This is an optimization exercise on Yosys and OpenROAD, whose aim is small area, a short achievable clock period and few clock cycles, not a production implementation.
At most, simulation tests tie the RTL to the original design; equivalence was not proved.
Power and IR drop assume default switching activity.

Setup of v29:
## gfig_rx
module gfig_rx (
    input  wire         clk,
    input  wire         rst,         
    input  wire         in_valid,
    input  wire [7:0]   in_data,
    input  wire         in_last,
    output wire         in_ready,
    output reg          rep_valid,
    output reg  [2:0]   rep_code,
    output reg  [279:0] rep_data
);
export LEC_CHECK = 0
export ABC_CLOCK_PERIOD_IN_PS = 3000
export CAP_MARGIN = 20
export CORE_MARGIN = 2
export CORE_UTILIZATION = 40
export CTS_CLUSTER_DIAMETER = 70
export CTS_CLUSTER_SIZE = 22
export SLEW_MARGIN = 20
create_clock -name core_clock -period 11.0 [get_ports {clk}]
standard.sh (not shown) runs the stock make flow with config.mk's settings and CLKGATE_MAP_FILE= SYNTH_SCRIPT=/design/flow/synth_recipe.tcl, a recipe that flattens the netlist after the stock synthesis.
==> flow/flow/run.sh <==
#!/bin/bash
# Layout flow: the standard ORFS flow with these changes:
#  - repair_timing keeps a setup margin, so paths are sized and buffered
#    past the clock period, and may resize cells to other footprints;
#  - ports are buffered with buf_2 cells.
set -e -o pipefail
export SETUP_SLACK_MARGIN=7.6
export BUFFER_PORTS_ARGS="-buffer_cell sky130_fd_sc_hd__buf_2"
bash standard.sh MATCH_CELL_FOOTPRINT=0 finish 2>&1 | tee standard_flow.log
[inputs] v4 vs v29
- an added ABC_AREA of 1
- a deleted ABC_CLOCK_PERIOD_IN_PS that had been 3000
- a change of CTS_CLUSTER_SIZE from 22 to 30
- a change of CTS_CLUSTER_DIAMETER from 70 to 100
- an added PLACE_DENSITY of 0.75
- a change of CORE_UTILIZATION from 40 to 65
## What came out
- Sort v4 and v29 by clock share of power, ascending, and v4 comes first.
- Clock buffer instance count of the final layout went down by more than 10% going from v29 to v4.
- Re slew at the pin closest to its max-slew limit: v4 and v29 aren't equal, and the higher value belongs to v4.
- Total vias in the final route (lower): v29
- On final core utilization: v4 sits above v29.
- Lower number of cells in the design after placement goes to v29 over v4.
For v43, these inputs were changed with respect to v4:
- ABC_CLOCK_PERIOD_IN_PS now 3000, previously not set
- ABC_AREA no longer set, was 1
Notes after the runs:
v43 vs v4: number of instances in the placed design down by more than 10%. [v43] final weighted congestion in routability-driven placement fell 7.1% relative to v4. v4 has a lower final routed wire length divided by cell count than v43. Going from v4 to v43, internal power contribution went up by 0.33%, full die area went down about 2.4%, number of standard cells after synthesis saw a decrease, core utilization about even, cell count of the worst reg-to-reg path shrank by 6. Combinational family with the most area after synthesis = multiplexers: v43; combinational family with the most area after synthesis = simple AND/OR/NAND/NOR gates: v4.
Modified inputs, v38 compared to v43
- CTS_CLUSTER_SIZE now 26, was 30
- CTS_CLUSTER_DIAMETER now 80, was 100
As far as worst-case clock buffer depth goes, v38 and v43 are indistinguishable; the numbers are identical. Re fraction of the mapped netlist area in compound gates: no difference whatsoever between v38 and v43. Diff v43 -> v38 | non-clock buffering overhead in the final layout | decrease of 0.25 points. Switching power as a share of total power across v38 and v43: no real change. [compare] base=v43 new=v38: number of clock buffers in the layout now sits higher, worst setup slack now sits higher, relative contribution of combinational cells to total power now sits lower. For worst slew slack as a fraction of its limit, v43 and v38 come out practically identical. On switching component of the power: v38 sits above v43. Multi-input gate share of total cell area: v38 and v43 compared, higher one is v43.
> inputs changed (v38 -> v57)
- a deleted CTS_CLUSTER_DIAMETER that had been 80
- a deleted CTS_CLUSTER_SIZE that had been 26
- a change of CORE_UTILIZATION from 65 to 40
- a deleted PLACE_DENSITY that had been 0.75
### Flow results
- The die of v57 is larger than the one used in v38.
- In v57 the combinational power turned out about 4% higher than in v38.
- Pin count of the biggest net entering global routing (v57 vs. v38) increases by more than 10%
- Of the two values seen for end of the critical path, rep_data[100] was produced by v38 and rep_data[192] by v57.
- Per-cell routed wire length for v57: 8.6% down relative to v38
- Between v57 and v38, the number of ordinary and repair buffers in the finished layout is higher for v57.
- Combinational share of power down 1.9 points in v57 wrt v38
- Compared with v38, in v57 switching power total grew by 13%, met1 wire length grew by 13%, global-route wire length before repair grew by 7600 microns, final-layout fill cell count grew by 3404, number of well taps grew by 355.
Function was not checked in any run of this note: the RTL went through the layout flow alone.


Setup of JK:
Another version of the RTL of gfig_rx (not shown whole).
Size in the first run: roughly 1700 cells after synthesis, roughly 710 flip-flops, roughly 300 I/O pins, ~28000 um^2 of cells after synthesis.
==> flow/config.mk <==
export PLATFORM = sky130hd
export DESIGN_NAME = gfig_rx
export DESIGN_NICKNAME = gfig_rx
export VERILOG_FILES = /design/flow/design.v
export SDC_FILE = /design/flow/constraint.sdc
export NUM_CORES = 4
export LEC_CHECK = 0
export ABC_CLOCK_PERIOD_IN_PS = 2000
export CAP_MARGIN = 20
export CORE_MARGIN = 2
export CORE_UTILIZATION = 65
export CTS_CLUSTER_DIAMETER = 80
export CTS_CLUSTER_SIZE = 26
export PLACE_DENSITY = 0.75
export SLEW_MARGIN = 20
==> flow/constraint.sdc <==
create_clock -name core_clock -period 11.0 [get_ports {clk}]
set_input_delay 2.2000 -clock core_clock [delete_from_list [all_inputs] [get_ports {clk}]]
set_output_delay 2.2000 -clock core_clock [all_outputs]
set_load 0.01 [all_outputs]
==> flow/flow/run.sh <==
#!/bin/bash
# Layout flow: the standard ORFS flow with these changes:
#  - repair_timing keeps a setup margin, so paths are sized and buffered
#    past the clock period, and may resize cells to other footprints;
#  - ports are buffered with buf_1 cells.
set -e -o pipefail
export SETUP_SLACK_MARGIN=7.6
export BUFFER_PORTS_ARGS="-buffer_cell sky130_fd_sc_hd__buf_1"
bash standard.sh MATCH_CELL_FOOTPRINT=0 finish 2>&1 | tee standard_flow.log
Testbench counts of JK, summed over its fixed seeds: cycles 186,711.
[inputs] MS vs JK
Settings: PLACE_DENSITY changed from 0.75 to 0.8; ABC_CLOCK_PERIOD_IN_PS changed from 2000 to 3000; CORE_UTILIZATION changed from 65 to 70.
### Flow results
MS drops more vias than JK.
Compared JK against MS; sequential share of layout area within noise.
On total non-filler cell area in the finished layout, MS tracks JK almost exactly.
When the final numbers for JK and MS were put side by side, the total length of routed wires turned out to be smaller in JK.
[compare] base=JK new=MS: pre-CTS setup slack grew by 0.052 ns; top-level port count held steady; largest vdd supply drop shrank by 15%; data arrival at the endpoint of the critical path held steady.
Edits applied to the flow inputs when going from MS to AL:
Settings: swapping 70 for 65 in CORE_UTILIZATION; swapping 0.8 for 0.75 in PLACE_DENSITY.
-- flow/flow/run.sh --
<<< MS, line 6
set -e -o pipefail
export SETUP_SLACK_MARGIN=7.6
export BUFFER_PORTS_ARGS="-buffer_cell sky130_fd_sc_hd__buf_1"
bash standard.sh MATCH_CELL_FOOTPRINT=0 finish 2>&1 | tee standard_flow.log
>>> AL, line 6
set -e -o pipefail
export SETUP_SLACK_MARGIN=7.6
export CTS_ARGS="-sink_clustering_enable -repair_clock_nets -sink_clustering_size 26 -sink_clustering_max_diameter 80 -wire_unit 60"
export BUFFER_PORTS_ARGS="-buffer_cell sky130_fd_sc_hd__buf_1"
bash standard.sh MATCH_CELL_FOOTPRINT=0 finish 2>&1 | tee standard_flow.log
Results
- After detailed routing, MS needs more wire than AL.
- Going from MS to AL, sequential share of layout area held; combined area of the multi-input logic cells went down 0.32%; global-route usage over all layers went down 3.5 points; number of nets at the end of the flow held.
- Against MS, post-route worst hold slack in AL came out worse.
- In AL, relative slew slack is higher than in MS.
- Relative to MS, area of the die has increased by about 7.5% in AL.
- Fraction of the cycle the final worst path needs is lower on AL
Inputs modified between AL and TR:
Settings: a change of PLACE_DENSITY from 0.75 to 0.85; a change of CORE_UTILIZATION from 65 to 75.
==> flow/flow/run.sh <==
#!/bin/bash
# Layout flow: the standard ORFS flow with these changes:
#  - repair_timing keeps a setup margin, so paths are sized and buffered
#    past the clock period, and may resize cells to other footprints;
#  - ports are buffered with buf_1 cells.
set -e -o pipefail
export SETUP_SLACK_MARGIN=7.6
export BUFFER_PORTS_ARGS="-buffer_cell sky130_fd_sc_hd__buf_1"
bash standard.sh MATCH_CELL_FOOTPRINT=0 finish 2>&1 | tee standard_flow.log
### Flow results
TR: no failed stages, no open violations at the end. rep_data[220]$_DFFE_PP_ as the first element of the critical path was reported by AL, and rep_data[109]$_DFFE_PP_ by TR. TR vs AL on combinational cell fraction of total power: TR is the higher one. Fmax | TR vs AL | TR slower. Taking AL as the reference point, the total detailed-routing wirelength of TR rises by 630 um. TR ended with more insertion delay of the later-clocked pin in the worst-skew pair than AL. Per the comparison of TR with AL, worst setup slack now smaller, xor and xnor fraction of the mapped netlist area comparable.


The RTL this note starts from:
==> flow/design.v <==
module gfig_rx (
    input  wire         clk,
    input  wire         rst,         
    input  wire         in_valid,
    input  wire [7:0]   in_data,
    input  wire         in_last,
    output wire         in_ready,
    output reg          rep_valid,
    output reg  [2:0]   rep_code,
    output reg  [279:0] rep_data
);
    localparam [7:0] M0 = 8'hB2;
    localparam [7:0] M1 = 8'hA1;
    localparam [7:0] VERSION = 8'h01;
    localparam [2:0] R_UNKNOWN   = 3'd4;
    localparam [2:0] R_MALFORMED = 3'd5;
    localparam [2:0] R_STORM     = 3'd6;
    localparam integer D  = 34;        
    localparam integer TOTMAX = D + 1;   
    localparam integer AW = 6;
    localparam [1:0] P_HUNT = 2'd0;    
    localparam [1:0] P_FRM  = 2'd1;    
    localparam [1:0] P_UNKW = 2'd2;    
    localparam [1:0] P_SKIP = 2'd3;    
    localparam [15:0] CRC_MAGIC = 16'hC0AB;
    function [15:0] crc_byte;
        input [15:0] c;
        input [7:0]  d;
        integer j;
        reg [15:0] r;
        begin
            r = c ^ {d, 8'h00};
            for (j = 0; j < 8; j = j + 1)
                r = r[15] ? ((r << 1) ^ 16'h1021) : (r << 1);
            crc_byte = r;
        end
    endfunction
    reg  rdy;
    assign in_ready = rdy;
    wire iv = in_valid & rdy;      
    wire il = in_last;
    wire [7:0] id = in_data;
    reg [8:0]    fm [0:D-1];           
    reg [AW-1:0] wp, rp;
    reg [AW:0]   tot;                  
    reg [AW:0]   avail;                
    reg [5:1]    a_ge;                 
    reg       hbv;                     
    reg [7:0] hb;
    reg       hf;                      
    reg       h_b2, h_a1, h_known, h_v01, h_him;
    wire [8:0] fo = fm[rp];
    always @(posedge clk) begin
        if (iv)
            fm[wp] <= {il, id};
    end
    reg [1:0]  st;
    reg        prev_b2;      
    reg [5:0]  k;            
    reg        fk2, fk3;     
    reg        fpay;         
    reg        fklo, fkend;  
    reg [1:0]  ty;           
    reg [15:0] crc;
    reg        ver_ok;
    reg        v_b2;         
    reg        t_b2, t_a1;   
    reg        lo_ok;        
    reg [3:0]  sl;           
    reg [3:0]  inv;
    reg        storm_pend;
    wire consume = hbv && a_ge[1] && (st != P_UNKW);
    wire ld      = (!hbv || consume) && (hbv ? (tot >= 2) : (tot != 0));    
    wire [3:0] sl1 = sl[3] ? 4'd8 : sl + 4'd1;
    reg [5:0] k_lo1, k_lastf;
    always @* begin
        case (ty)
            2'd1:    begin k_lo1 = 6'd13; k_lastf = 6'd12; end
            2'd2:    begin k_lo1 = 6'd61; k_lastf = 6'd38; end
            default: begin k_lo1 = 6'd11; k_lastf = 6'd11; end
        endcase
    end
    reg gate;
    always @* begin
        case (sl[2:0])
            3'd4: gate = a_ge[4];
            3'd5: gate = a_ge[3];
            3'd6: gate = a_ge[2];
            3'd7: gate = a_ge[1];
            default: gate = a_ge[5];
        endcase
        if (sl[3]) gate = 1'b1;
    end
    wire [AW:0] tot_n   = tot + iv - consume;
    wire [AW:0] avail_n = (iv && il) ? tot_n : avail - consume;
    integer q;
    reg fire, fire_now;
    reg  clr_r;
    wire in_frm = consume && (st == P_FRM);
    wire pay_wr = in_frm && fpay;
    wire [7:0] pd = hb & {8{~clr_r}};
    always @(posedge clk) begin
        for (q = 0; q < 35; q = q + 1)
            if (clr_r || (pay_wr && k == q + 4))
                rep_data[8*q +: 8] <= pd;
    end
    wire up = iv && !consume;
    wire dn = !iv && consume;
    reg  rdy_n;
    always @* begin
        case ({up, dn})
            2'b10:   rdy_n = tot <= TOTMAX - 2;
            2'b01:   rdy_n = tot <= TOTMAX;
            default: rdy_n = tot <= TOTMAX - 1;
        endcase
    end
    reg [5:1] a_ge_n;
    always @* begin
        for (q = 1; q <= 5; q = q + 1) begin
            if (iv && il)
                a_ge_n[q] = up ? (tot >= q - 1) : dn ? (tot >= q + 1) : (tot >= q);
            else if (consume)
                a_ge_n[q] = (q == 5) ? (avail >= 6) : a_ge[q + 1];
            else
                a_ge_n[q] = a_ge[q];
        end
    end
    reg fin, fin_ok, fin_storm;
    always @(posedge clk) begin
        if (rst) begin
            rdy <= 1'b0;
            wp <= 0; rp <= 0; tot <= 0; avail <= 0; a_ge <= 5'd0;
            hbv <= 1'b0;
            st <= P_HUNT; prev_b2 <= 1'b0; sl <= 4'd0; inv <= 4'd0;
            storm_pend <= 1'b0;
            rep_valid <= 1'b0;
            clr_r <= 1'b0;
            fin <= 1'b0; fin_storm <= 1'b0;
        end else begin
            rdy <= rdy_n;
            if (iv) wp <= (wp == D-1) ? 0 : wp + 1'b1;
            if (ld) rp <= (rp == D-1) ? 0 : rp + 1'b1;
            tot   <= tot_n;
            avail <= avail_n;
            a_ge  <= a_ge_n;
            if (ld) begin
                hbv     <= 1'b1;
                hb      <= fo[7:0];
                hf      <= fo[8];
                h_b2    <= (fo[7:0] == M0);
                h_a1    <= (fo[7:0] == M1);
                h_known <= (fo[7:0] == 8'h01) || (fo[7:0] == 8'h02) || (fo[7:0] == 8'h03);
                h_v01   <= (fo[7:0] == VERSION);
                h_him   <= (fo[7:0] == crc[15:8]);
            end else if (consume) begin
                hbv <= 1'b0;
            end
            rep_valid  <= 1'b0;
            storm_pend <= 1'b0;
            clr_r      <= 1'b0;
            fin        <= 1'b0;
            fin_storm  <= 1'b0;
            if (storm_pend) begin
                rep_valid <= 1'b1;
                rep_code  <= R_STORM;
            end
            if (fin) begin
                rep_valid  <= 1'b1;
                rep_code   <= fin_ok ? {1'b0, ty} : R_MALFORMED;
                storm_pend <= fin_storm;
            end
            fire = 1'b0;
            fire_now = 1'b0;
            if (st == P_UNKW) begin
                if (gate) fire = 1'b1;
            end else if (consume) begin
                sl <= sl1;
                case (st)
                    P_HUNT: begin
                        if (prev_b2 && h_a1) begin
                            st   <= P_FRM;
                            k    <= 6'd2;
                            fk2  <= 1'b1; fk3 <= 1'b0; fpay <= 1'b0;
                            fklo <= 1'b0; fkend <= 1'b0;
                            crc  <= CRC_MAGIC;
                            clr_r <= 1'b1;
                            if (hf && sl1[3]) sl <= 4'd2;
                        end
                        prev_b2 <= h_b2;
                    end
                    P_FRM: begin
                        k     <= k + 6'd1;
                        fk2   <= 1'b0;
                        fk3   <= fk2;
                        fpay  <= fk3 || (fpay && (k != k_lastf));
                        fklo  <= !fk2 && !fk3 && (k == k_lo1);
                        fkend <= fklo;
                        if (fk2) begin
                            ver_ok <= h_v01;
                            v_b2   <= h_b2;
                            crc    <= crc_byte(crc, hb);
                            if (hf && sl1[3]) sl <= 4'd3;
                        end else if (fk3) begin
                            t_b2 <= h_b2;
                            t_a1 <= h_a1;
                            if (h_known) begin
                                ty  <= hb[1:0];
                                crc <= crc_byte(crc, hb);
                            end else if (gate) begin
                                fire = 1'b1;
                                fire_now = 1'b1;
                            end else begin
                                st <= P_UNKW;
                            end
                        end else if (fkend) begin
                            fin    <= 1'b1;
                            fin_ok <= ver_ok && lo_ok && h_him;
                            sl <= 4'd0;
                            st <= P_HUNT;
                            prev_b2 <= 1'b0;
                            if (ver_ok && lo_ok && h_him) begin
                                inv <= 4'd0;
                            end else begin
                                clr_r <= 1'b1;
                                if (inv == 4'd10) begin
                                    inv <= 4'd0;
                                    fin_storm <= 1'b1;
                                    if (!hf) begin
                                        st <= P_SKIP;
                                        sl <= 4'd8;
                                    end
                                end else begin
                                    inv <= inv + 4'd1;
                                end
                            end
                        end else if (fklo) begin
                            lo_ok <= (hb == crc[7:0]);
                        end else begin
                            crc <= crc_byte(crc, hb);
                        end
                    end
                    P_SKIP: begin
                        if (hf && sl1[3]) begin
                            st <= P_HUNT;
                            prev_b2 <= 1'b0;
                            sl <= 4'd0;
                        end
                    end
                    default: ;
                endcase
            end
            if (fire) begin
                rep_valid <= 1'b1;
                rep_code  <= R_UNKNOWN;
                if (inv == 4'd10) begin
                    inv <= 4'd0;
                    storm_pend <= 1'b1;
                    prev_b2 <= 1'b0;
                    if (fire_now && hf && sl1[3]) begin
                        st <= P_HUNT;
                        sl <= 4'd0;
                    end else begin
                        st <= P_SKIP;
                        sl <= fire_now ? sl1 : sl;
                    end
                end else begin
                    inv <= inv + 4'd1;
                    sl  <= 4'd3;
                    if (v_b2 && (fire_now ? h_a1 : t_a1)) begin
                        st   <= P_FRM;
                        k    <= 6'd2;
                        fk2  <= 1'b1; fk3 <= 1'b0; fpay <= 1'b0;
                        fklo <= 1'b0; fkend <= 1'b0;
                        crc  <= CRC_MAGIC;
                        clr_r <= 1'b1;
                    end else begin
                        st <= P_HUNT;
                        prev_b2 <= fire_now ? h_b2 : t_b2;
                    end
                end
            end
        end
    end
endmodule
Settings: LEC_CHECK=0, ABC_CLOCK_PERIOD_IN_PS=3000, CAP_MARGIN=20, CORE_MARGIN=2, CORE_UTILIZATION=65, CTS_CLUSTER_DIAMETER=80, CTS_CLUSTER_SIZE=26, PLACE_DENSITY=0.75, SLEW_MARGIN=20; clock period 11.0 ns.
==> flow/flow/run.sh <==
#!/bin/bash
# Layout flow: the standard ORFS flow with these changes:
#  - repair_timing keeps a setup margin, so paths are sized and buffered
#    past the clock period, and may resize cells to other footprints;
#  - ports are buffered with buf_1 cells.
set -e -o pipefail
export SETUP_SLACK_MARGIN=7.45
export BUFFER_PORTS_ARGS="-buffer_cell sky130_fd_sc_hd__buf_1"
bash standard.sh MATCH_CELL_FOOTPRINT=0 finish 2>&1 | tee standard_flow.log
Change:
--- a/flow/flow/run.sh
+++ b/flow/flow/run.sh
@@ -7 +7 @@
-export SETUP_SLACK_MARGIN=7.45
+export SETUP_SLACK_MARGIN=7.6
--- a/flow/config.mk
+++ b/flow/config.mk
@@ -11 +11 @@
-export CORE_UTILIZATION = 65
+export CORE_UTILIZATION = 55
@@ -14 +14 @@
-export PLACE_DENSITY = 0.75
+export PLACE_DENSITY = 0.65
Final cell count grows by 5.7%.
Fmax goes up by 3.3%.
Routed wire length is about the same.
Die area goes up by 18%.
No functional check of the RTL was part of any run of this note.

[separate check: timing with driven ports]
The results above use ideal ports. As a check the final layouts listed here were re-extracted and re-timed, cells and wires unchanged. Step 1 (the two cells are an assumption about what drives the block):
set clk [get_ports {clk}]
set_driving_cell -lib_cell sky130_fd_sc_hd__clkbuf_16 $clk
set_driving_cell -lib_cell sky130_fd_sc_hd__buf_2 [delete_from_list [all_inputs] $clk]
Step 2 also shifts input and output timing later by t, the mid clock arrival at the registers, as if the neighbouring blocks saw the same clock. a / b / c = no drivers / after step 1 / after step 2; a / b = the first two.
| run | t (ns) | setup WS [ns] | worst hold slack (ns) | pins driven straight from the clock port |
|---|---|---|---|---|
| v29 | 0.650 | 7.546 / 7.488 / 7.081 | 0.473 / 0.473 / 0.473 | 1 |
| v4 | 0.659 | 7.615 / 7.560 / 7.059 | 0.430 / 0.430 / 0.430 | 1 |
| v43 | 0.661 | 7.580 / 7.524 / 7.174 | 0.489 / 0.489 / 0.489 | 1 |
| v38 | 0.635 | 7.608 / 7.551 / 7.162 | 0.483 / 0.483 / 0.483 | 1 |
| v57 | 0.657 | 7.554 / 7.495 / 7.082 | 0.475 / 0.475 / 0.475 | 1 |
| JK | 0.644 | 7.630 / 7.571 / 7.272 | 0.449 / 0.449 / 0.449 | 1 |
| MS | 0.625 | 7.623 / 7.566 / 7.271 | 0.468 / 0.468 / 0.468 | 1 |
| AL | 0.603 | 7.648 / 7.592 / 7.307 | 0.449 / 0.449 / 0.449 | 1 |
| TR | 0.667 | 7.537 / 7.480 / 7.021 | 0.443 / 0.443 / 0.443 | 1 |
| the first run of note 3 | 0.636 | 7.467 / 7.467 / 6.954 | 0.436 / 0.436 / 0.436 | 1 |
| the second run of note 3 | 0.639 | 7.581 / 7.521 / 7.051 | 0.413 / 0.413 / 0.413 | 1 |
After both steps every run listed still meets setup and hold. The setup slack of v4, which loses most, moves by -0.055 ns with the drivers and by -0.556 ns with both steps.
